This design comes from an exercise in tuning for small area on the open sky130 flow, not from production work. Only simulation tests tie the RTL to the original design; equivalence was not proved. Power figures rest on the tool's default switching activity, not on a simulated workload.

==> flow/design.v (excerpt) <==
module usbasp_seq (
    input  wire        clk,
    input  wire        rst,
    input  wire        req_valid,
    output wire        req_ready,
    input  wire [1:0]  req_kind,
    input  wire [63:0] req_data,
    input  wire [3:0]  req_len,
    output wire        rsp_valid,
    output reg  [2:0]  rsp_code,
    output reg  [3:0]  rsp_len,
    output wire [63:0] rsp_data,
    output wire        tgt_valid,
    input  wire        tgt_ready,
    output wire [4:0]  tgt_op,
    output wire [31:0] tgt_addr,
    output wire [63:0] tgt_wdata,
    output wire [3:0]  tgt_len,
    input  wire [63:0] tgt_rdata,
    input  wire        rx_evt,
    input  wire [7:0]  rx_byte,
    input  wire        tx_evt,
    output wire        line_tx_valid,
    output wire [7:0]  line_tx_data,
    output reg         chan_en,
    output reg         rx_irq_en,
    output reg         tx_irq_en,
    output reg  [15:0] cfg_baud,
    output reg  [5:0]  cfg_mode
);
    localparam [1:0] K_SETUP = 2'd0, K_FILL = 2'd1, K_DRAIN = 2'd2;
    localparam [2:0] R_REPLY = 3'd0, R_MOREPKT = 3'd1, R_DATA = 3'd2,
                     R_MORE  = 3'd3, R_DONE    = 3'd4, R_NOTREADY = 3'd5;
    localparam [4:0] E_NONE = 5'd0,
                     E_ISP_XFER = 5'd3, E_ISP_ENTERPROG = 5'd4, E_ISP_SETSCK = 5'd5,
  ...
Settings: LEC_CHECK=0, CAP_MARGIN=20, CORE_MARGIN=2, CORE_UTILIZATION=40, CTS_BUF_LIST=sky130_fd_sc_hd__clkbuf_16, CTS_CLUSTER_DIAMETER=150, CTS_CLUSTER_SIZE=20, PLACE_DENSITY=0.6, SLEW_MARGIN=20; clock period 8.0 ns.
run.sh (not shown) runs the stock make flow with config.mk's settings and CLKGATE_MAP_FILE= SYNTH_SCRIPT=/design/flow/synth_recipe.tcl, a recipe that flattens the netlist after the stock synthesis.
Change:
==> flow/flow/run.sh (new file) <==
#!/bin/bash
# The standard layout (standard.sh), except that the buffer put on every
# input and output port is the smallest buffer cell instead of the default.
set -euo pipefail
export BUFFER_PORTS_ARGS="-buffer_cell sky130_fd_sc_hd__buf_1"
bash standard.sh > standard.log 2>&1
==> flow/standard.sh (new file) <==
#!/bin/bash
# synth_recipe.tcl (not shown) runs the flow's synth.tcl, then flattens the netlist and writes it again
# the make line also repeats each setting of config.mk as NAME=value (left out here)
make -C /OpenROAD-flow-scripts/flow DESIGN_CONFIG=/design/flow/config.mk WORK_HOME=/design/flow/orfs CLKGATE_MAP_FILE= SYNTH_SCRIPT=/design/flow/synth_recipe.tcl "${@:-finish}"
removed: flow/run.sh
Outcome:
- The new run went through all stages and came out clean
- synthesized area stays the same
- setup slack gets better by 0.032 ns
- power went down by about 6%
- clock-buffer cell count does not change
- design area goes down by 9.1%
- core utilization goes down by 4.5 points
- via count goes up by 1.2%
- cell count stays the same
- clock power is about the same

========
JK:
usbasp_seq, a different RTL version from the one above (not shown whole).
Size: roughly 440 flip-flops, roughly 360 I/O pins.
clock: 8.0 ns
lec_check: 0
cap_margin: 20
core_margin: 2
core_utilization: 40
cts_buf_list: sky130_fd_sc_hd__clkbuf_16
cts_cluster_diameter: 150
cts_cluster_size: 20
place_density: 0.6
slew_margin: 20
standard.sh (not shown) runs the stock make flow with config.mk's settings and CLKGATE_MAP_FILE= SYNTH_SCRIPT=/design/flow/synth_recipe.tcl, a recipe that flattens the netlist after the stock synthesis.
==> flow/flow/run.sh <==
#!/bin/bash
# The standard layout (standard.sh) with two changes:
#  1. Synthesis maps the logic with an area-oriented ABC script (flow/abc.script)
#     in place of ORFS's abc_speed.script. The rest of synthesis is the standard
#     one (synth_recipe.tcl), so the registers are those of the standard synthesis.
#  2. The buffer put on every input and output port is the smallest buffer cell.
# Each step's output goes to a log of its own here (synth.log, standard.log) and
# ORFS's per-step logs under orfs/logs.
set -euo pipefail
here=$(pwd)
rm -rf "$here/scripts_abc"
cp -r "$FLOW_HOME/scripts" "$here/scripts_abc"
cp "$here/flow/abc.script" "$here/scripts_abc/abc_speed.script"
export BUFFER_PORTS_ARGS="-buffer_cell sky130_fd_sc_hd__buf_1"
SCRIPTS_DIR="$here/scripts_abc" bash standard.sh synth > synth.log 2>&1
bash standard.sh > standard.log 2>&1
==> flow/flow/abc.script <==
&get -n
&st
&deepsyn -T 120
&dch -f
&nf -R 1000 -p -F 8 -A 4
&st
&syn2
&dch -f
&nf -R 1000 -p -F 8 -A 4
&put
topo
dnsize -c
The inputs of MS differ from those of JK as listed below.
- CTS_CLUSTER_SIZE changed from 20 to 24
==> flow/flow/run.sh <==
#!/bin/bash
# The standard layout (standard.sh), except that the buffer put on every
# input and output port is the smallest buffer cell instead of the default.
set -euo pipefail
export BUFFER_PORTS_ARGS="-buffer_cell sky130_fd_sc_hd__buf_1"
bash standard.sh > standard.log 2>&1
removed: flow/flow/abc.script
Findings:
Of JK and MS, MS shows the higher number of nets in the finished design, with JK below it.
[MS vs JK] total power: lower in MS
Buffer depth of the longest clock path: MS vs JK identical
Looking at x dimension of the die, MS sits 2.6% higher than JK does.
MS vs. JK: clock-pin slew reported for the worst setup and hold paths after clock tree synthesis went up by 0.02 ns.
In MS, the die area came out about 5.4% above the value in JK.

## afterwards: timing with drivers on the ports
The results above use ideal ports. As a check the final layouts listed here were re-extracted and re-timed, cells and wires unchanged. Step 1, drivers: a clkbuf_16 drives clk and a buf_2 each remaining input, both assumed. Step 2 also shifts input and output timing later by t, the mid clock arrival at the registers, as if the neighbouring blocks saw the same clock. a / b / c = no drivers / after step 1 / after step 2; a / b = the first two.
run | t, ns | setup slack, ns | cell pins on the clock port's net
the first run of note 1 | 0.641 | 1.505 / 1.505 / 1.505 | 1
the second run of note 1 | 0.649 | 1.537 / 1.537 / 1.537 | 1
JK | 0.624 | 1.653 / 1.653 / 1.653 | 1
MS | 0.619 | 1.644 / 1.644 / 1.644 | 1
After both steps every run listed still meets setup and hold.
